What follows belongs to an exercise in optimizing a design on an open flow for small area, a short achievable clock period and few clock cycles; a production flow would make more cautious choices. The RTL was checked by simulation tests, not by an equivalence proof against the original design.

[flow/constraint.sdc]
create_clock -name core_clock -period 14.0 [get_ports {clk}]
set_input_delay 2.8000 -clock core_clock [delete_from_list [all_inputs] [get_ports {clk}]]
set_output_delay 2.8000 -clock core_clock [all_outputs]
set_load 0.01 [all_outputs]
[flow/config.mk]
export PLATFORM = sky130hd
export DESIGN_NAME = bits33_core
export DESIGN_NICKNAME = bits33_core
export VERILOG_FILES = /design/flow/design.v
export SDC_FILE = /design/flow/constraint.sdc
export NUM_CORES = 4
export LEC_CHECK = 0
export CAP_MARGIN = 20
export CORE_MARGIN = 2
export CORE_UTILIZATION = 30
export PLACE_DENSITY = 0.5
export SETUP_SLACK_MARGIN = 5
export SLEW_MARGIN = 20
[flow/design.v]
module bits33_core (
    input  wire         clk,
    input  wire         rst,           
    input  wire [31:0]  count,         
    output wire [31:0]  imem_addr,     
    input  wire [127:0] imem_rdata,    
    input  wire         ld_we,         
    input  wire [2:0]   ld_addr,
    input  wire [31:0]  ld_data,
    output wire [1:0]   status,        
    output wire [2:0]   fault_kind,
    output wire [31:0]  fault_pc,
    output wire [31:0]  fault_detail,
    output wire [31:0]  pc_out,
    input  wire [2:0]   dbg_sel,
    output wire [31:0]  dbg_reg,
    output wire [31:0]  dbg_mem
);
    localparam DK = 2;                   
    localparam MC = 8;                   
    localparam ST_RUN = 2'd0, ST_HALT = 2'd1, ST_FAULT = 2'd2;
    localparam P_START = 3'd0, P_RUN = 3'd1, P_MUL = 3'd2,
               P_DIV = 3'd4, P_FIN = 3'd5, P_DONE = 3'd6;
    localparam F_DIV0 = 3'd1, F_REG = 3'd2, F_MEM = 3'd3, F_SHIFT = 3'd4,
               F_PCOV = 3'd5, F_ILL = 3'd6;
    reg [31:0] regs [0:7];
    reg [7:0]  mem  [0:31];
    reg [1:0]  st;
    reg [2:0]  ph;
    wire       done = (ph == P_DONE);
    reg [31:0] dpc;
    wire       dval = (ph != P_START);
    reg        eval;             
    reg [31:0] epc;              
    reg [31:0] opA, opB;         
    reg        opBx;             
    reg [4:0]  etag;
    reg [1:0]  eot;              
    reg [7:0]  edidx;            
    reg        ewr;              
    reg        edf;              
    reg [2:0]  edfk;
    reg        edoor;            
    reg        epred;            
    reg        ejones;           
    wire [31:0] fault_d;
    wire [2:0]  fault_k;
    wire [31:0] ra_raw, w0;
    assign status       = st;
    assign fault_kind   = st[1] ? fault_k : 3'd0;
    assign fault_pc     = st[1] ? epc : 32'd0;
    assign fault_detail = st[1] ? fault_d : 32'd0;
    assign pc_out       = epc;
    assign dbg_reg      = ra_raw;
    assign dbg_mem      = w0;
    reg        rf_we, fw_we;
    reg [2:0]  rf_wa;
    reg [31:0] rf_wd;
    wire [7:0] B [0:15];
    genvar gi;
    generate
        for (gi = 0; gi < 16; gi = gi + 1) begin : g_bytes
            assign B[gi] = imem_rdata[8*gi +: 8];
        end
    endgenerate
    wire [7:0] tag = B[0];
    wire fmt_n  = (tag == 8'd0);
    wire fmt_t  = (tag >= 8'd1)  && (tag <= 8'd9);
    wire fmt_b  = (tag >= 8'd10) && (tag <= 8'd16);
    wire fmt_u  = (tag == 8'd17);
    wire fmt_j  = (tag == 8'd18);
    wire fmt_jc = (tag == 8'd19) || (tag == 8'd20);
    wire fmt_l  = (tag == 8'd21) || (tag == 8'd23);
    wire fmt_s  = (tag == 8'd22);
    wire        v1_reg = (B[1] == 8'd0), v2_reg = (B[2] == 8'd0);
    wire        v5_reg = (B[5] == 8'd0), v6_reg = (B[6] == 8'd0);
    wire        v1_ok  = v1_reg ? ({B[3], B[4], B[5]} == 24'd0) : (B[1] == 8'd1);
    wire        v2_ok  = v2_reg ? ({B[4], B[5], B[6]} == 24'd0) : (B[2] == 8'd1);
    wire        v5_ok  = v5_reg ? ({B[7], B[8], B[9]} == 24'd0) : (B[5] == 8'd1);
    wire        v6_ok  = v6_reg ? ({B[8], B[9], B[10]} == 24'd0) : (B[6] == 8'd1);
    reg [15:0] zmask;
    always @(*) begin
        zmask = 16'h0000;
        if (fmt_n)  zmask = 16'hFFFE;
        if (fmt_t)  zmask = 16'hE000;
        if (fmt_b)  zmask = 16'hF000;
        if (fmt_u)  zmask = 16'hFF80;
        if (fmt_j)  zmask = 16'hFFE0;
        if (fmt_jc) zmask = 16'hFC00;
        if (fmt_l)  zmask = 16'hFF80;
        if (fmt_s)  zmask = 16'hF800;
    end
    reg pad_ok;
    integer k;
    always @(*) begin
        pad_ok = 1'b1;
        for (k = 1; k < 16; k = k + 1)
            if (zmask[k] && B[k] != 8'd0) pad_ok = 1'b0;
    end
    wire [7:0] optype = B[12];
    wire float_arith = fmt_t && (tag <= 8'd5) && (optype == 8'd0);
    reg values_ok;
    always @(*) begin
        values_ok = 1'b1;
        if (fmt_t || fmt_b || fmt_s) values_ok = v1_ok && v6_ok;
        if (fmt_u)  values_ok = v1_ok;
        if (fmt_jc) values_ok = v5_ok;
        if (fmt_l)  values_ok = v2_ok;
    end
    wire legal = (tag <= 8'd23) && pad_ok && values_ok &&
                 !(fmt_t && optype > 8'd2) && !float_arith;
    wire        a_isreg = fmt_jc ? v5_reg : fmt_l ? v2_reg : v1_reg;
    wire [7:0]  a_idx   = fmt_jc ? B[6] : fmt_l ? B[3] : B[2];
    wire [31:0] a_imm   = fmt_jc ? {B[9], B[8], B[7], B[6]} :
                          fmt_l  ? {B[6], B[5], B[4], B[3]} :
                                   {B[5], B[4], B[3], B[2]};
    wire        b_isreg = v6_reg;
    wire [7:0]  b_idx   = B[7];
    wire [31:0] b_imm   = {B[10], B[9], B[8], B[7]};
    wire a_used = fmt_t || fmt_b || fmt_s || fmt_u || fmt_l || fmt_jc;
    wire b_used = fmt_t || fmt_b || fmt_s;
    wire d_used = fmt_t || fmt_b || fmt_u || fmt_l;
    wire [7:0] d_idx = fmt_l ? B[1] : fmt_u ? B[6] : B[11];
    wire a_oor = a_used && a_isreg && (a_idx > 8'd7);
    wire b_oor = b_used && b_isreg && (b_idx > 8'd7);
    wire d_oor = d_used && (d_idx > 8'd7);
    wire        d_fault = !legal || a_oor || b_oor;
    wire [31:0] d_det   = !legal ? imem_rdata[31:0] : {24'd0, a_oor ? a_idx : b_idx};
    wire [31:0] jdest  = {B[4], B[3], B[2], B[1]};
    wire [31:0] jd1    = jdest + 32'd1;
    wire        d_pred = (tag == 8'd18) || (tag == 8'd20);
    wire [2:0]  ra_sel = done ? dbg_sel : a_idx[2:0];
    assign ra_raw = regs[ra_sel];
    wire [31:0] ra = (fw_we && rf_wa == a_idx[2:0]) ? rf_wd : ra_raw;
    wire [31:0] rb = (fw_we && rf_wa == b_idx[2:0]) ? rf_wd : regs[b_idx[2:0]];
    wire [31:0] opA_d = d_fault ? d_det : a_isreg ? ra : a_imm;
    wire [31:0] opB_d = (fmt_j || fmt_jc) ? jd1 : b_isreg ? rb : b_imm;
    wire [31:0] a = opA, b = opB;
    wire [32:0] diff = {1'b0, a} - {1'b0, b};
    wire        u_lt = diff[32];
    wire        eq   = (a == b);
    wire        s_lt = u_lt ^ a[31] ^ b[31];
    wire a_nan = (&a[30:23]) && (|a[22:0]);
    wire b_nan = (&b[30:23]) && (|b[22:0]);
    wire both_zero = (a[30:0] == 31'd0) && (b[30:0] == 31'd0);
    wire f_unord = a_nan || b_nan;
    wire f_lt = !f_unord && !both_zero &&
                ((a[31] != b[31]) ? a[31] : (a[31] ? (!u_lt && !eq) : u_lt));
    wire f_eq = !f_unord && (both_zero || eq);
    reg c_lt, c_eq;
    always @(*) begin
        case (eot)
            2'd0:    begin c_lt = f_lt; c_eq = f_eq; end
            2'd1:    begin c_lt = s_lt; c_eq = eq;   end
            default: begin c_lt = u_lt; c_eq = eq;   end
        endcase
    end
    wire c_gt = !c_lt && !c_eq && !(eot == 2'd0 && f_unord);
    wire        mem_oob = (a > 32'd28);
    wire [2:0]  mw0 = done ? dbg_sel : a[4:2];
    wire [2:0]  mw1 = a[4:2] + 3'd1;
    assign w0 = {mem[{mw0, 2'd3}], mem[{mw0, 2'd2}], mem[{mw0, 2'd1}], mem[{mw0, 2'd0}]};
    wire [23:0] w1 = {mem[{mw1, 2'd2}], mem[{mw1, 2'd1}], mem[{mw1, 2'd0}]};
    reg  [31:0] mem_rd;
    always @(*) begin
        case (a[1:0])
            2'd0: mem_rd = w0;
            2'd1: mem_rd = {w1[7:0],  w0[31:8]};
            2'd2: mem_rd = {w1[15:0], w0[31:16]};
            default: mem_rd = {w1[23:0], w0[31:24]};
        endcase
    end
    reg [31:0] st_rot;
    always @(*) begin
        case (a[1:0])
            2'd0: st_rot = b;
            2'd1: st_rot = {b[23:0], b[31:24]};
            2'd2: st_rot = {b[15:0], b[31:16]};
            default: st_rot = {b[7:0], b[31:8]};
        endcase
    end
    wire shift_bad = (b > 32'd31);
    function [31:0] rev32(input [31:0] x);
        integer j;
        for (j = 0; j < 32; j = j + 1) rev32[j] = x[31-j];
    endfunction
    wire        sh_l  = (etag == 5'd13);
    wire [31:0] sh_in = sh_l ? rev32(a) : a;
    wire [31:0] sh_o  = sh_in >> b[4:0];
    wire [31:0] sh_r  = sh_l ? rev32(sh_o) : sh_o;
    wire is_mul    = (etag == 5'd3);
    wire is_divmod = (etag == 5'd4) || (etag == 5'd5);
    reg [31:0] res;
    reg        mem_we, taken, opfault;
    reg [2:0]  op_fk;
    reg [31:0] op_det;
    always @(*) begin
        res = 32'd0; mem_we = 1'b0; taken = 1'b0;
        opfault = 1'b0; op_fk = 3'd0; op_det = 32'd0;
        case (etag)
            5'd1:  res = a + b;
            5'd2:  res = diff[31:0];
            5'd4, 5'd5: begin
                if (b == 32'd0) begin opfault = 1'b1; op_fk = F_DIV0; op_det = b; end
            end
            5'd6:  res = {31'd0, c_gt || c_eq};
            5'd7:  res = {31'd0, c_lt || c_eq};
            5'd8:  res = {31'd0, c_gt};
            5'd9:  res = {31'd0, c_lt};
            5'd10: res = a & b;
            5'd11: res = a | b;
            5'd12: res = a ^ b;
            5'd13: begin
                if (shift_bad) begin opfault = 1'b1; op_fk = F_SHIFT; op_det = b; end
                res = sh_r;
            end
            5'd14: begin
                if (shift_bad) begin opfault = 1'b1; op_fk = F_SHIFT; op_det = b; end
                res = sh_r;
            end
            5'd15: res = {31'd0, eq};
            5'd16: res = {31'd0, !eq};
            5'd17: res = ~a;
            5'd18: taken = 1'b1;
            5'd19: taken = (a == 32'd0);
            5'd20: taken = (a != 32'd0);
            5'd21: begin
                if (mem_oob) begin opfault = 1'b1; op_fk = F_MEM; op_det = a; end
                res = mem_rd;
            end
            5'd22: begin
                if (mem_oob) begin opfault = 1'b1; op_fk = F_MEM; op_det = a; end
                mem_we = 1'b1;
            end
            5'd23: res = a;
            default: ;
        endcase
    end
    reg        fault;
    reg [2:0]  fk_c;
    reg [31:0] fd_c;
    always @(*) begin
        fault = 1'b1; fk_c = 3'd0; fd_c = 32'd0;
        if (edf) begin
            fk_c = edfk; fd_c = opA;
        end else if (opfault) begin
            fk_c = op_fk; fd_c = op_det;
        end else if (edoor) begin
            fk_c = F_REG; fd_c = {24'd0, edidx};
        end else if (taken && ejones) begin
            fk_c = F_PCOV; fd_c = 32'hFFFFFFFF;
        end else begin
            fault = 1'b0;
        end
    end
    assign fault_k = fk_c;
    assign fault_d = fd_c;
    wire        e_act  = (ph == P_RUN) && eval;
    wire [31:0] epc1   = epc + 32'd1;
    wire [31:0] p_e    = taken ? opB : epc1;        
    wire        p_end  = (p_e >= count);
    wire        redir  = e_act && (taken != epred);
    reg [31:0] uz;
    reg [4:0]  ucnt;
    reg        u_qneg, u_rneg;
    wire [2:0] u_dst = edidx[2:0];
    wire       u_mod = (etag == 5'd5);
    wire [31:0] m_sum  = uz + opB * opA[MC-1:0];
    wire        m_last = (opA[31:MC] == 0);
    wire        sgn = (eot == 2'd1);
    wire [31:0] am = (sgn && a[31]) ? -a : a;
    wire [31:0] bm = (sgn && b[31]) ? -b : b;
    reg  [5:0]  lza, lzb;
    integer z;
    always @(*) begin
        lza = 6'd32;
        for (z = 0; z < 32; z = z + 1) if (am[z]) lza = 6'd31 - z;
        lzb = 6'd32;
        for (z = 0; z < 32; z = z + 1) if (bm[z]) lzb = 6'd31 - z;
    end
    wire [6:0]  nq     = {1'b0, lzb} - {1'b0, lza} + 7'd1;
    wire        nq_z   = (am == 32'd0) || (lza > lzb);
    wire [6:0]  nsteps = (nq + DK - 1) / DK;
    wire [6:0]  nbits  = nsteps * DK;
    wire [32+DK-1:0] d_al = {{(DK-1){1'b0}}, 1'b0, bm} << (nbits - 7'd1);
    wire [32:0] ud = {opBx, opB};
    reg [31:0] dr [0:DK];
    reg [DK-1:0] qb;
    reg [33:0] dt;
    integer s;
    always @(*) begin
        dr[0] = opA;
        for (s = 0; s < DK; s = s + 1) begin
            dt = {2'b0, dr[s]} - ({1'b0, ud} >> s);
            qb[DK-1-s] = !dt[33];
            dr[s+1] = dt[33] ? dr[s] : dt[31:0];
        end
    end
    wire [31:0] q_next = {uz[31-DK:0], qb};
    wire [31:0] r_next = dr[DK];
    wire        d_fix  = u_mod ? u_rneg : u_qneg;
    wire        d_last = (ucnt == 5'd1);
    wire [31:0] u_sel  = u_mod ? opA : uz;
    reg u_fin;
    always @(*) begin
        case (ph)
            P_MUL:   u_fin = m_last;
            P_DIV:   u_fin = d_last && !d_fix;
            P_FIN:   u_fin = 1'b1;
            default: u_fin = 1'b0;
        endcase
    end
    wire u_busy = (ph == P_MUL) || (ph == P_DIV) || (ph == P_FIN);
    wire u_end  = (epc1 >= count);
    always @(*) begin
        rf_wa = u_busy ? u_dst : edidx[2:0];
        rf_wd = res;
        fw_we = u_fin || (e_act && ewr);
        rf_we = u_fin || (e_act && ewr && !fault);
        case (ph)
            P_MUL:   rf_wd = m_sum;
            P_DIV:   rf_wd = u_mod ? r_next : q_next;
            P_FIN:   rf_wd = d_fix ? -u_sel : u_sel;
            default: rf_wd = res;
        endcase
    end
    wire stall = (e_act && (is_mul || is_divmod)) || (u_busy && !u_fin);
    assign imem_addr = redir ? p_e :
                       stall ? dpc :
                       (dval && d_pred) ? jd1 : dpc + 32'd1;
    wire adv = dval && !stall && !redir && !(e_act && fault);
    integer i;
    always @(posedge clk) begin
        if (rst) begin
            for (i = 0; i < 8; i = i + 1) regs[i] <= 32'd0;
            st    <= ST_RUN;
            ph    <= P_START;
            dpc   <= 32'hFFFFFFFF;
            eval  <= 1'b0;
            epc   <= 32'd0;
            if (ld_we) begin
                mem[{ld_addr, 2'd0}] <= ld_data[7:0];
                mem[{ld_addr, 2'd1}] <= ld_data[15:8];
                mem[{ld_addr, 2'd2}] <= ld_data[23:16];
                mem[{ld_addr, 2'd3}] <= ld_data[31:24];
            end
        end else if (ph != P_DONE) begin
            if (rf_we) regs[rf_wa] <= rf_wd;
            if (e_act && mem_we && !fault) begin
                for (i = 0; i < 32; i = i + 1)
                    if (i[4:0] - a[4:0] < 5'd4) mem[i] <= st_rot[8*(i%4) +: 8];
            end
            dpc <= imem_addr;
            if (ph == P_START) ph <= P_RUN;
            if (adv) begin
                eval   <= 1'b1;
                epc    <= dpc;
                opA    <= opA_d;
                opB    <= opB_d;
                etag   <= tag[4:0];
                eot    <= optype[1:0];
                edidx  <= d_idx;
                ewr    <= d_used && (tag != 8'd3) && (tag != 8'd4) && (tag != 8'd5);
                edf    <= d_fault;
                edfk   <= legal ? F_REG : F_ILL;
                edoor  <= d_oor;
                epred  <= d_pred;
                ejones <= (jdest == 32'hFFFFFFFF);
            end else if (ph == P_RUN) begin
                eval   <= 1'b0;
            end
            if (e_act) begin
                if (fault) begin
                    st   <= ST_FAULT;
                    ph   <= P_DONE;
                end else if (is_mul) begin
                    opB <= u_lt ? b : a;
                    opA <= u_lt ? a : b;
                    uz  <= 32'd0;
                    ph  <= P_MUL;
                end else if (is_divmod) begin
                    opA    <= am;
                    {opBx, opB} <= d_al[32:0];
                    uz     <= 32'd0;
                    ucnt   <= nsteps[4:0];
                    u_qneg <= sgn && (a[31] ^ b[31]);
                    u_rneg <= sgn && a[31];
                    ph     <= nq_z ? P_FIN : P_DIV;
                end else if (p_end) begin
                    st  <= ST_HALT;
                    ph  <= P_DONE;
                    epc <= p_e;
                end
            end
            if (!u_fin) case (ph)
                P_MUL: begin
                    opB <= {opB[31-MC:0], {MC{1'b0}}};
                    opA <= opA >> MC;
                    uz  <= m_sum;
                end
                P_DIV: begin
                    opA  <= r_next;
                    uz   <= q_next;
                    {opBx, opB} <= ud >> DK;
                    ucnt <= ucnt - 5'd1;
                    if (d_last && d_fix) ph <= P_FIN;
                end
                default: ;
            endcase
            if (u_fin) begin
                if (u_end) begin
                    st  <= ST_HALT;
                    ph  <= P_DONE;
                    epc <= epc1;
                end else begin
                    ph  <= P_RUN;
                end
            end
        end
    end
endmodule
[flow/run.sh]
#!/bin/bash
# synth_recipe.tcl (not shown) runs the flow's synth.tcl, then flattens the netlist and writes it again
# the make line also repeats each setting of config.mk as NAME=value (left out here)
make -C /OpenROAD-flow-scripts/flow DESIGN_CONFIG=/design/flow/config.mk WORK_HOME=/design/flow/orfs CLKGATE_MAP_FILE= SYNTH_SCRIPT=/design/flow/synth_recipe.tcl finish
==> notes.md, run 1 <==
- The area of the placeable core is 248000 um2.
- The wire length per cell is 39.5 um.
- The async set or reset register ratio after synthesis is 0%.
- The final hold violation count is 0.
- The post-synthesis sequential area ratio is between 20% and 30%.
- The maximum number of pins on one net before global-route repair is 73.
- STA puts the critical path data required time at 14.42 ns.
- The number of max-cap violations is 0.
- The total of endpoints with negative setup slack in the final report is 0.
- The chip height is 503 um.
- The flip-flop and latch count after synthesis is 707.
- The flow ran to the end and the layout has no timing, DRC or antenna violations.
- The last weighted congestion value of the routability-driven placer is between 1 and 1.5.
- The smallest hold slack is 0.521 ns.
- During placement, the flow inserted port buffers numbering 397.
- The cell area that synthesis handed to floorplanning was 74800 um2.
- The area share of the largest cell type after synthesis is 25.6%.
- The row count is 183.
- In this run the horizontal extent of the chip is 503 um.
- For this design, the CTS-stage hold fixing added 0 buffers.
- The post-route netlist has 14.3% of its cells at a drive strength greater than 1.
- The number of placed I/O pins is 398.
- The worst setup path is of the reg -> reg kind.
- The clock tree root driver cell is sky130_fd_sc_hd__clkbuf_16.
- The largest clock skew in the final design is 0.0585 ns.
- The layout has approximately 26000 filler cells.
- The clock sink total is 707.
- The max-slew violation count is 0.
- The initial cell density of the core is 30.1%.
- The global-route wire length before repair is between 600000 and 700000 um.
- The worst slew slack as a fraction of its limit is 9.82%.
- During synthesis, Yosys emitted a total of 2 warnings.
- STA classifies the critical path endpoint as a flip-flop.
- By area the synthesized netlist is led by sky130_fd_sc_hd__edfxtp_1, sky130_fd_sc_hd__mux4_2, sky130_fd_sc_hd__nand2_1, sky130_fd_sc_hd__fa_1, sky130_fd_sc_hd__nor2_1.
- For this run, the detailed router's first-pass iteration total came to 14.
- The number of nets produced by synthesis is 9451.
- Setup repair after global routing could not meet its margin everywhere.
- The number of antenna violations at the first check in global routing is 45.
- The commonest non-fill, non-tap cell in the layout is sky130_fd_sc_hd__nand2_1.
- After layout, the minimum clock period comes to 9.31 ns.
- After global routing the overflow that remains totals 0.
- STA puts the critical path data arrival time at 9.72 ns.
- The area taken by flip-flops and latches is 20500 um2.
- The most common flop cell mapped by yosys is sky130_fd_sc_hd__edfxtp_1.
- The kind of start point of the critical path is a flip-flop.
- In the global route stage, overall resource usage came out at between 30% and 40%.
- After detailed routing, the number of remaining DRC violations is 0.
- The routed layout has 83088 vias.
- In this run the deepest clock path goes through 3 buffers.
- Summing all multi-input logic gate instances after layout gives 51000 um2.
- In the finished design, the share of the clock period the worst path needs comes to 66.5%.
- The half-perimeter wire length after placement is 359000 um.
- The path class of the tightest hold or removal check is reg -> reg.
- The layout overhead on the synthesized area is 17.5%.
- The number of DRC markers in iteration 0 is approximately 14000.
- The die covers around 250000 um2.
- Clock tree synthesis inserted a total of 84 buffers.
- The fmax is 107 MHz.
- The clock tree from TritonCTS is done.
- Summed over all instances, the cell type with the most area after synthesis is sky130_fd_sc_hd__edfxtp_1.
- Along the worst path, the maximum fanout reaches 17.
- Dividing the detail-routed via count by the number of cells gives 6.69.
- The number of nets with antenna violations after detailed routing is 0.
- The clock latency at the later pin of the worst-skew pair is 0.77 ns.
- After synthesis, the netlist uses 105 different library cells.
- Clock-pin slew was measured on the worst setup and hold paths at around 0.070 ns.
- The number of global-route vias before repair is about 77000.
- The final wirelength is 491000 um.
- The number of nets in the final layout is just under 10000.
- The clock tree synthesis step divided the H-tree into 3 levels.
- The final setup TNS is 0 ns.
- The actual transition at the worst max-transition pin is 1.34 ns.
- After synthesis, the mean cell area works out to 8.52 um2.
- The cell count after synthesis came out at 8785.
- The library cells used most frequently in the layout, excluding fill and tap cells, are sky130_fd_sc_hd__nand2_1, sky130_fd_sc_hd__nor2_1, sky130_fd_sc_hd__edfxtp_1.
- The synthesized design contains 637 enable-type register cells.
==> flip-flops by register name (all words and copies together), names as in the netlist <==
signal,count
dpc,32
opBx,1
edidx,8
eot,2
edoor,1
eval,1
mem,256
regs,256
u_qneg,1
edfk,1
opA,32
ph,3
ewr,1
uz,32
ucnt,5
st,2
epred,1
etag,5
epc,32
opB,32
u_rneg,1
ejones,1
edf,1
==> area by class of cell <==
type | instances | share of cell area (%)
repair buffers | 810 | 8.42
clock inverters | 55 | 0.895
flip-flops and latches | 707 | 23.4
well taps | 3330 | 4.74
multi-input cells | 6935 | 58.0
clock buffers | 99 | 2.55
inverters | 432 | 1.88
diodes | 48 | 0.137
==> per-layer routing <==
metal,routed length [um],global-route usage (%)
met1,178000,45.4
met2,196000,52.4
met3,69700,14.8
met4,46200,28.5
met5,780,1.77
==> through the flow <==
step	worst slack (ns)	utilization [%]	cells	area (um2)
floorplan	5.23	-	8785	74800
global placement	4.08	33.6	12162	83500
detailed placement	4.00	33.7	12168	83600
CTS	4.98	35.1	12347	87200
global route	4.90	35.3	12374	87800
finish	4.69	35.4	12416	87900
==> cells by family after synthesis <==
logic type / count (synthesis) / share of synthesized area (%)
compound gates: 2359 / 21.1
xor+xnor: 294 / 3.44
fa+ha+maj: 465 / 9.68
buf+inv: 1145 / 5.81
flops: 707 / 27.4
mux: 747 / 13.7
simple gates: 3068 / 18.8
==> critical path, stage by stage (launching register included) <==
cell and delay (ns):
sky130_fd_sc_hd__edfxtp_1 0.77, sky130_fd_sc_hd__clkinvlp_4 0.49, sky130_fd_sc_hd__ha_1 0.55, sky130_fd_sc_hd__or3_1 0.40
sky130_fd_sc_hd__or4_1 0.42, sky130_fd_sc_hd__a21oi_1 0.25, sky130_fd_sc_hd__o31ai_1 0.11, sky130_fd_sc_hd__buf_4 0.18
sky130_fd_sc_hd__a21o_1 0.26, sky130_fd_sc_hd__a211o_1 0.47, sky130_fd_sc_hd__a21oi_4 0.32, sky130_fd_sc_hd__buf_4 0.30
sky130_fd_sc_hd__mux2_2 0.40, sky130_fd_sc_hd__ha_1 0.39, sky130_fd_sc_hd__and4_1 0.25, sky130_fd_sc_hd__nand3_1 0.14
sky130_fd_sc_hd__or4_1 0.53, sky130_fd_sc_hd__a211o_1 0.37, sky130_fd_sc_hd__a31oi_4 0.44, sky130_fd_sc_hd__buf_4 0.20
sky130_fd_sc_hd__buf_4 0.13, sky130_fd_sc_hd__mux2i_1 0.18, sky130_fd_sc_hd__a221oi_1 1.06, sky130_fd_sc_hd__o311ai_0 0.32
==> path summary, 6_finish.rpt <==
kind | start | endpoint | slack [ns] | depth (start not counted)
min | eval | eval | 0.52 | 1
max reg2reg | opB[5] | opA[3] | 4.69 | 23
max | opB[5] | opA[3] | 4.69 | 23
min reg2reg | eval | eval | 0.52 | 1
==> cells in the mapped netlist, types with 29 or more instances <==
library cell                number
sky130_fd_sc_hd__xor2_1         66
sky130_fd_sc_hd__a21o_1        113
sky130_fd_sc_hd__nand2_1      1057
sky130_fd_sc_hd__mux4_2        197
sky130_fd_sc_hd__dfxtp_1        70
sky130_fd_sc_hd__clkbuf_1      603
sky130_fd_sc_hd__and3_1         93
sky130_fd_sc_hd__a221oi_1       86
sky130_fd_sc_hd__nand4_1        79
sky130_fd_sc_hd__o211ai_1      101
sky130_fd_sc_hd__nor2_1        975
sky130_fd_sc_hd__a31oi_1       101
sky130_fd_sc_hd__o31ai_1        58
sky130_fd_sc_hd__mux2_2        259
sky130_fd_sc_hd__a22oi_1        76
sky130_fd_sc_hd__or4_1          29
sky130_fd_sc_hd__buf_1          86
sky130_fd_sc_hd__o221ai_1       53
sky130_fd_sc_hd__and2_1         67
sky130_fd_sc_hd__o22ai_1        89
sky130_fd_sc_hd__a211o_1        31
sky130_fd_sc_hd__nor4_1         59
sky130_fd_sc_hd__mux2i_1       290
sky130_fd_sc_hd__a222oi_1       59
sky130_fd_sc_hd__a21boi_0       45
sky130_fd_sc_hd__a21oi_1       572
sky130_fd_sc_hd__o21ai_0       479
sky130_fd_sc_hd__nand2b_1       71
sky130_fd_sc_hd__edfxtp_1      637
sky130_fd_sc_hd__xnor2_1       228
sky130_fd_sc_hd__or3_1          45
sky130_fd_sc_hd__nor2b_1        49
sky130_fd_sc_hd__inv_1         399
sky130_fd_sc_hd__ha_1          275
sky130_fd_sc_hd__a221o_1        29
sky130_fd_sc_hd__a2111oi_0      35
sky130_fd_sc_hd__a211oi_1      114
sky130_fd_sc_hd__nor3_1        161
sky130_fd_sc_hd__o21a_1         42
sky130_fd_sc_hd__fa_1          190
sky130_fd_sc_hd__nand3_1       236
sky130_fd_sc_hd__a32oi_1        53
==> what timing repair did <==
item | CTS | global route
setup endpoints to repair | 227 | 264
gates cloned | 5 | 2
resized for setup | 129 | 88
pin swaps | 12 | 9
setup buffers | 20 | 17
Testbench counts, summed over its fixed seeds: cycles 32,548.
==> run 2, diff against run 1 <==
--- a/flow/design.v
+++ b/flow/design.v
@@ -45,13 +45,13 @@
     reg        ejones;           
     wire [31:0] fault_d;
     wire [2:0]  fault_k;
-    wire [31:0] ra_raw, w0;
+    wire [31:0] rb_raw, w0;
     assign status       = st;
     assign fault_kind   = st[1] ? fault_k : 3'd0;
     assign fault_pc     = st[1] ? epc : 32'd0;
     assign fault_detail = st[1] ? fault_d : 32'd0;
     assign pc_out       = epc;
-    assign dbg_reg      = ra_raw;
+    assign dbg_reg      = rb_raw;
     assign dbg_mem      = w0;
     reg        rf_we, fw_we;
     reg [2:0]  rf_wa;
@@ -129,10 +129,10 @@
     wire [31:0] jdest  = {B[4], B[3], B[2], B[1]};
     wire [31:0] jd1    = jdest + 32'd1;
     wire        d_pred = (tag == 8'd18) || (tag == 8'd20);
-    wire [2:0]  ra_sel = done ? dbg_sel : a_idx[2:0];
-    assign ra_raw = regs[ra_sel];
-    wire [31:0] ra = (fw_we && rf_wa == a_idx[2:0]) ? rf_wd : ra_raw;
-    wire [31:0] rb = (fw_we && rf_wa == b_idx[2:0]) ? rf_wd : regs[b_idx[2:0]];
+    wire [2:0]  rb_sel = done ? dbg_sel : b_idx[2:0];
+    assign rb_raw = regs[rb_sel];
+    wire [31:0] ra = (fw_we && rf_wa == a_idx[2:0]) ? rf_wd : regs[a_idx[2:0]];
+    wire [31:0] rb = (fw_we && rf_wa == b_idx[2:0]) ? rf_wd : rb_raw;
     wire [31:0] opA_d = d_fault ? d_det : a_isreg ? ra : a_imm;
     wire [31:0] opB_d = (fmt_j || fmt_jc) ? jd1 : b_isreg ? rb : b_imm;
     wire [31:0] a = opA, b = opB;
@@ -325,33 +325,42 @@
         endcase
     end
     wire stall = (e_act && (is_mul || is_divmod)) || (u_busy && !u_fin);
-    assign imem_addr = redir ? p_e :
-                       stall ? dpc :
-                       (dval && d_pred) ? jd1 : dpc + 32'd1;
+    wire [31:0] f_reg  = redir ? p_e : stall ? dpc : dpc + 32'd1;
+    wire        f_pred = !redir && !stall && dval && d_pred;
+    assign imem_addr = f_pred ? jd1 : f_reg;
     wire adv = dval && !stall && !redir && !(e_act && fault);
     integer i;
+    wire        rx_we = rst || rf_we;
+    wire [31:0] rx_wd = rst ? 32'd0 : rf_wd;
+    wire [4:0]  mx_a  = rst ? {ld_addr, 2'd0} : a[4:0];
+    wire [31:0] mx_wd = rst ? ld_data : st_rot;
+    wire        mx_we = rst ? ld_we : (e_act && mem_we && !fault);
+    always @(posedge clk) begin
+        for (i = 0; i < 8; i = i + 1)
+            if (rx_we && (rst || rf_wa == i[2:0])) regs[i] <= rx_wd;
+        for (i = 0; i < 32; i = i + 1)
+            if (mx_we && (i[4:0] - mx_a < 5'd4)) mem[i] <= mx_wd[8*(i%4) +: 8];
+    end
     always @(posedge clk) begin
         if (rst) begin
-            for (i = 0; i < 8; i = i + 1) regs[i] <= 32'd0;
             st    <= ST_RUN;
             ph    <= P_START;
-            dpc   <= 32'hFFFFFFFF;
+            dpc   <= 32'd0;
             eval  <= 1'b0;
             epc   <= 32'd0;
-            if (ld_we) begin
-                mem[{ld_addr, 2'd0}] <= ld_data[7:0];
-                mem[{ld_addr, 2'd1}] <= ld_data[15:8];
-                mem[{ld_addr, 2'd2}] <= ld_data[23:16];
-                mem[{ld_addr, 2'd3}] <= ld_data[31:24];
-            end
         end else if (ph != P_DONE) begin
-            if (rf_we) regs[rf_wa] <= rf_wd;
-            if (e_act && mem_we && !fault) begin
-                for (i = 0; i < 32; i = i + 1)
-                    if (i[4:0] - a[4:0] < 5'd4) mem[i] <= st_rot[8*(i%4) +: 8];
-            end
             dpc <= imem_addr;
-            if (ph == P_START) ph <= P_RUN;
+            if (ph == P_START) begin
+                ph     <= P_RUN;
+                eval   <= 1'b1;
+                epc    <= 32'd0;
+                etag   <= 5'd0;
+                ewr    <= 1'b0;
+                edf    <= 1'b0;
+                edoor  <= 1'b0;
+                epred  <= 1'b0;
+                ejones <= 1'b0;
+            end
             if (adv) begin
                 eval   <= 1'b1;
                 epc    <= dpc;
==> flow/flow/run.sh (new file) <==
#!/bin/bash
set -euo pipefail
MARGIN=6.0
sed -E "s/SETUP_SLACK_MARGIN=[-0-9.]+/SETUP_SLACK_MARGIN=${MARGIN}/" standard.sh > standard_m.sh
grep -q "SETUP_SLACK_MARGIN=${MARGIN}" standard_m.sh
bash standard_m.sh "BUFFER_PORTS_ARGS=-buffer_cell sky130_fd_sc_hd__buf_1" finish > standard.log 2>&1
==> flow/standard.sh (new file) <==
#!/bin/bash
# synth_recipe.tcl (not shown) runs the flow's synth.tcl, then flattens the netlist and writes it again
# the make line also repeats each setting of config.mk as NAME=value (left out here)
make -C /OpenROAD-flow-scripts/flow DESIGN_CONFIG=/design/flow/config.mk WORK_HOME=/design/flow/orfs CLKGATE_MAP_FILE= SYNTH_SCRIPT=/design/flow/synth_recipe.tcl "${@:-finish}"
--- a/flow/config.mk
+++ b/flow/config.mk
@@ -7,7 +7,7 @@
 export LEC_CHECK = 0
 export CAP_MARGIN = 20
 export CORE_MARGIN = 2
-export CORE_UTILIZATION = 30
-export PLACE_DENSITY = 0.5
+export CORE_UTILIZATION = 40
+export PLACE_DENSITY = 0.6
 export SETUP_SLACK_MARGIN = 5
 export SLEW_MARGIN = 20
removed: flow/run.sh
==> run 2 against run 1 <==
Against the previous run:
- worst hold slack got worse by 0.033 ns
- highest routed layer unchanged
- final cell count fell by 10%
- die area fell by 29%
- core utilization rose by 11 points
==> notes.md, run 2 <==
- The wire length per cell came to 40.7 um (was 39.5 um).
- Dominant cells by area after synthesis: sky130_fd_sc_hd__edfxtp_1, sky130_fd_sc_hd__nand2_1, sky130_fd_sc_hd__fa_1, sky130_fd_sc_hd__ha_1, sky130_fd_sc_hd__a21oi_1 (was sky130_fd_sc_hd__edfxtp_1, sky130_fd_sc_hd__mux4_2, sky130_fd_sc_hd__nand2_1, sky130_fd_sc_hd__fa_1, sky130_fd_sc_hd__nor2_1).
- The flip-flop and latch count after synthesis is 707 (unchanged).
- The most common flop cell mapped by yosys is sky130_fd_sc_hd__edfxtp_1 (unchanged).
- CP cell instances: inv_1 > ha_1 > or3_1 > or3_1 > a31oi_4 > nor4_2 > o21a_2 > o21ai_4 > buf_12 > mux2i_2 > ha_1 > fa_1 > nand2b_1 > a21oi_2 > o21ai_2 > a21o_2 > a21o_1 > buf_12 > a31oi_1 > o21ai_0 > nor2_1 > nor2_1 (was clkinvlp_4 > ha_1 > or3_1 > or4_1 > a21oi_1 > o31ai_1 > buf_4 > a21o_1 > a211o_1 > a21oi_4 > buf_4 > mux2_2 > ha_1 > and4_1 > nand3_1 > or4_1 > a211o_1 > a31oi_4 > buf_4 > buf_4 > mux2i_1 > a221oi_1 > o311ai_0).
- The worst slew slack as a fraction of its limit is 4.17% (was 9.82%).
- The worst hold-check path type is reg -> reg (unchanged).
- The multiplexer area fraction after synthesis was 5.79% (was 13.7%).
- The number of DRC markers in iteration 0 is 15465 (was 14478).
- The final worst-path setup slack is 5.50 ns (was 4.69 ns).
- The category of the most critical setup path is reg -> reg (unchanged).
- The largest clock skew in the final design is 0.0410 ns (was 0.0585 ns).
- The pre-CTS setup slack is 4.04 ns (was 4.00 ns).
- The number of placed I/O pins is 398 (unchanged).
- The final hold violation count was 0 (unchanged).
- RSZ-0062 raised after global routing: true (unchanged).
- The max-slew violation count is 0 (unchanged).
- The kind of start point of the critical path is a flip-flop (unchanged).
- The length of the first detailed-routing pass in iterations is 12 (was 14).
- The number of nets with antenna violations after detailed routing is 0 (unchanged).
- The row count came to 153 (was 183).
- The count of yosys warnings during synthesis is 4 (was 2).
- The number of global-route vias before repair is 72544 (was 76823).
- The clock tree buffer depth is 3 (unchanged).
- The clock transition at the register clock pins on the worst setup and hold paths after CTS was 0.06 ns (was 0.07 ns).
- The required time of the critical path is 14.39 ns (was 14.42 ns).
- The number of nets in the final layout was 9353 (was 9636).
- The total of endpoints with negative setup slack in the final report was 0 (unchanged).
- Top flop regs: mem x256, regs x256 (unchanged).
- The sum of overflow across all layers after global routing came to 0 (unchanged).
- The number of nets produced by synthesis is 9157 (was 9451).
- The minimum period implied by the final worst setup slack came to 8.50 ns (was 9.31 ns).
- The number of antenna violations at the first check in global routing is 52 (was 45).
- The fraction of layout cells with a size suffix above 1 is 12.6% (was 14.3%).
- The initial cell density of the core is 40.3% (was 30.1%).
- The count of input and output buffers is 397 (unchanged).
- The global-route total usage across every layer came to 48.4% (was 37.3%).
- The layout overhead on the synthesized area was 14.1% (was 17.5%).
- The dominant cell by count in the synthesized netlist is sky130_fd_sc_hd__nand2_1 (unchanged).
- The count of distinct cell types in the synthesized netlist is 118 (was 105).
- The number of remaining DRC errors is 0 (unchanged).
- The half-perimeter wire length after placement is 330000 um (was 359000 um).
- The post-synthesis simple-gate area fraction is 18.6% (was 18.8%).
- The synthesized area is 70200 um2 (was 74800 um2).
- The delay contributed by the slowest stage of the critical path is 1.00 ns (was 1.06 ns).
- Post-synth top cells: sky130_fd_sc_hd__nand2_1, sky130_fd_sc_hd__nor2_1, sky130_fd_sc_hd__edfxtp_1 (unchanged).
- The final wirelength came to 452000 um (was 491000 um).
- The number of buffers created by CTS is 83 (was 84).
- The area share of the largest cell type after synthesis is 27.2% (was 25.6%).
- The post-synthesis average cell area is 8.27 um2 (was 8.52 um2).
- Commonest non-fill, non-tap cells in the layout: sky130_fd_sc_hd__nand2_1, sky130_fd_sc_hd__nor2_1, sky130_fd_sc_hd__edfxtp_1 (unchanged).
- The maximum number of pins on one net before global-route repair was 77 (was 73).
- The area of the die came to 179000 um2 (was 253000 um2).
- The area of the placeable core is 174000 um2 (was 248000 um2).
- The async set or reset register ratio after synthesis was 0% (unchanged).
- The synthesized-area fraction occupied by adder cells is 10.3% (was 9.68%).
- The last weighted congestion value of the routability-driven placer is 1.16 (was 1.14).
- The post-route clock period utilization is 60.7% (was 66.5%).
- The hold buffer count at CTS is 0 (unchanged).
- The fmax came to 118 MHz (was 107 MHz).
- The vias after detailed routing is 80782 (was 83088).
- The chip height is 423 um (was 503 um).
- The arrival time at the worst endpoint is 8.89 ns (was 9.72 ns).
- The kind of capture point of the worst setup path is a flip-flop (unchanged).
- The share of the synthesized area in compound gates (AO/OA/AOI/OAI) is 25.8% (was 21.1%).
- The combinational family with the most area after synthesis is compound AO/OA/AOI/OAI gates (unchanged).
- The clock tree from TritonCTS is done (unchanged).
- The number of synthesized flops with an enable pin came to 637 (unchanged).
- The actual transition at the worst max-transition pin is 1.44 ns (was 1.34 ns).
- The post-synthesis sequential area ratio is 29.2% (was 27.4%).
- The final setup TNS is 0 ns (unchanged).
- The number of max-cap violations is 0 (unchanged).
- The slowest library cell on the worst path is sky130_fd_sc_hd__nor2_1 (was sky130_fd_sc_hd__a221oi_1).
- The placement-stage cell area is 75000 um2 (was 83600 um2).
- The die width came to 423 um (was 503 um).
- The biggest area consumer among synthesized cells is sky130_fd_sc_hd__edfxtp_1 (unchanged).
- The xor and xnor area share after synthesis is 4.05% (was 3.44%).
- Result of the run: timing/DRC/antenna clean (unchanged).
- The final standard cell area without fillers was 80100 um2 (was 87900 um2).
- The clock latency at the later pin of the worst-skew pair came to 0.77 ns (about the same).
- The cell count after synthesis was 8490 (was 8785).
- The peak fanout along the critical path is 43 (was 17).
- The depth of the CTS H-tree is 3 (unchanged).
- The clock tree root driver cell is sky130_fd_sc_hd__clkbuf_16 (unchanged).
- The clock sink total came to 707 (unchanged).
- The commonest non-fill, non-tap cell in the layout is sky130_fd_sc_hd__nand2_1 (unchanged).
- The global-route wire length before repair was 607000 um (was 657000 um).
- The via density per instance is 7.26 (was 6.69).
-- run 2: what timing repair did --
item / 4_1_cts / 5_1_grt
gates resized for setup: 217 / 143
endpoints found under the setup margin: 449 / 361
gates cloned: 4 / 1
setup buffers: 28 / 36
pin swaps: 15 / 22
-- run 2: routing by layer --
metal  wire [um]  up-vias  share of wire, %  GRT usage (%)
met5         760        -              0.17           2.88
met4       44800       35               9.9           35.8
met3       69400     1961                15           21.8
met2      174000     7456                38           65.4
met1      163000    39284                36           59.9
li1            -    32046                 -              -
-- run 2: area by class of cell --
type / instances / area, um2
diodes: 54 / 135
clock buffers: 98 / 2160
clock inverters: 46 / 537
fillers: 17191 / 94100
inverters: 411 / 1610
multi-input cells: 6668 / 47200
flip-flops and latches: 707 / 20500
well taps: 2325 / 2910
repair buffers: 815 / 5020
-- run 2: critical path, delay by kind of cell (launching register included) --
family,cells,cell delay [ns]
adders and majority gates,3,1.29
muxes,1,0.15
AOI/OAI and AO/OA,9,2.36
DFF,1,0.76
and+or+nand+nor,6,2.51
buffers and inverters,3,0.98
-- run 2: worst paths after layout --
kind | start | to | slack (ns) | cells past startpoint
max | opA[9] | regs[1][4] | 5.50 | 22
min | st[0] | st[0] | 0.49 | 2
min reg2reg | st[0] | st[0] | 0.49 | 2
max reg2reg | opA[9] | regs[1][4] | 5.50 | 22
-- run 2: cells by family (layout without fill, tap and decap cells) --
family                     Yosys count  count (layout)
DFF                                707             707
other                                0              54
muxes                              328             329
and+or+nand+nor                   2844            2846
xor gates and xnor gates           325             325
adders and majority gates          466             466
AOI/OAI and AO/OA                 2700            2702
buffers and inverters             1120            1370
-- run 2: metrics by stage --
step           hold WS, ns  std cells  utilization (%)
3_5_place_dp         0.474      10853             43.1
2_1_floorplan        0.458       8490                -
6_report             0.488      11124             46.0
4_1_cts              0.486      11029             45.3
3_3_place_gp         0.472      10850             43.0
5_1_grt              0.507      11082             45.9
Testbench counts of run 2, summed over its fixed seeds: cycles 32,356.

-- afterwards: timing with drivers on the ports --
No port has a modelled driver above. Below, the same layouts with a new extraction and two added sets of constraints. Step 1 sets driving cells, clkbuf_16 on the clock port and buf_2 on the other inputs (assumed; they add their load-dependent delay and slew). Step 2 times the ports against the registers' clock, not the clock port: input delays grow and output delays shrink by t, the midpoint of the rising clock arrivals with the driver on. a / b / c = ideal ports / drivers / drivers and shift; a / b = the first two.
| run | shift t [ns] | setup WS [ns] | latest minus earliest clock arrival (ns) | slew at the worst register clock pin (ns) |
|---|---|---|---|---|
| run 1 | 0.829 | 4.695 / 4.695 / 4.231 | 0.058 / 0.059 | 0.09 / 0.09 |
| run 2 | 0.855 | 5.502 / 5.502 / 5.431 | 0.041 / 0.041 | 0.08 / 0.08 |
After both steps every run listed still meets setup and hold. For run 1, which loses most, drivers alone change the setup slack by 0.000 ns; drivers and shift together by -0.464 ns.
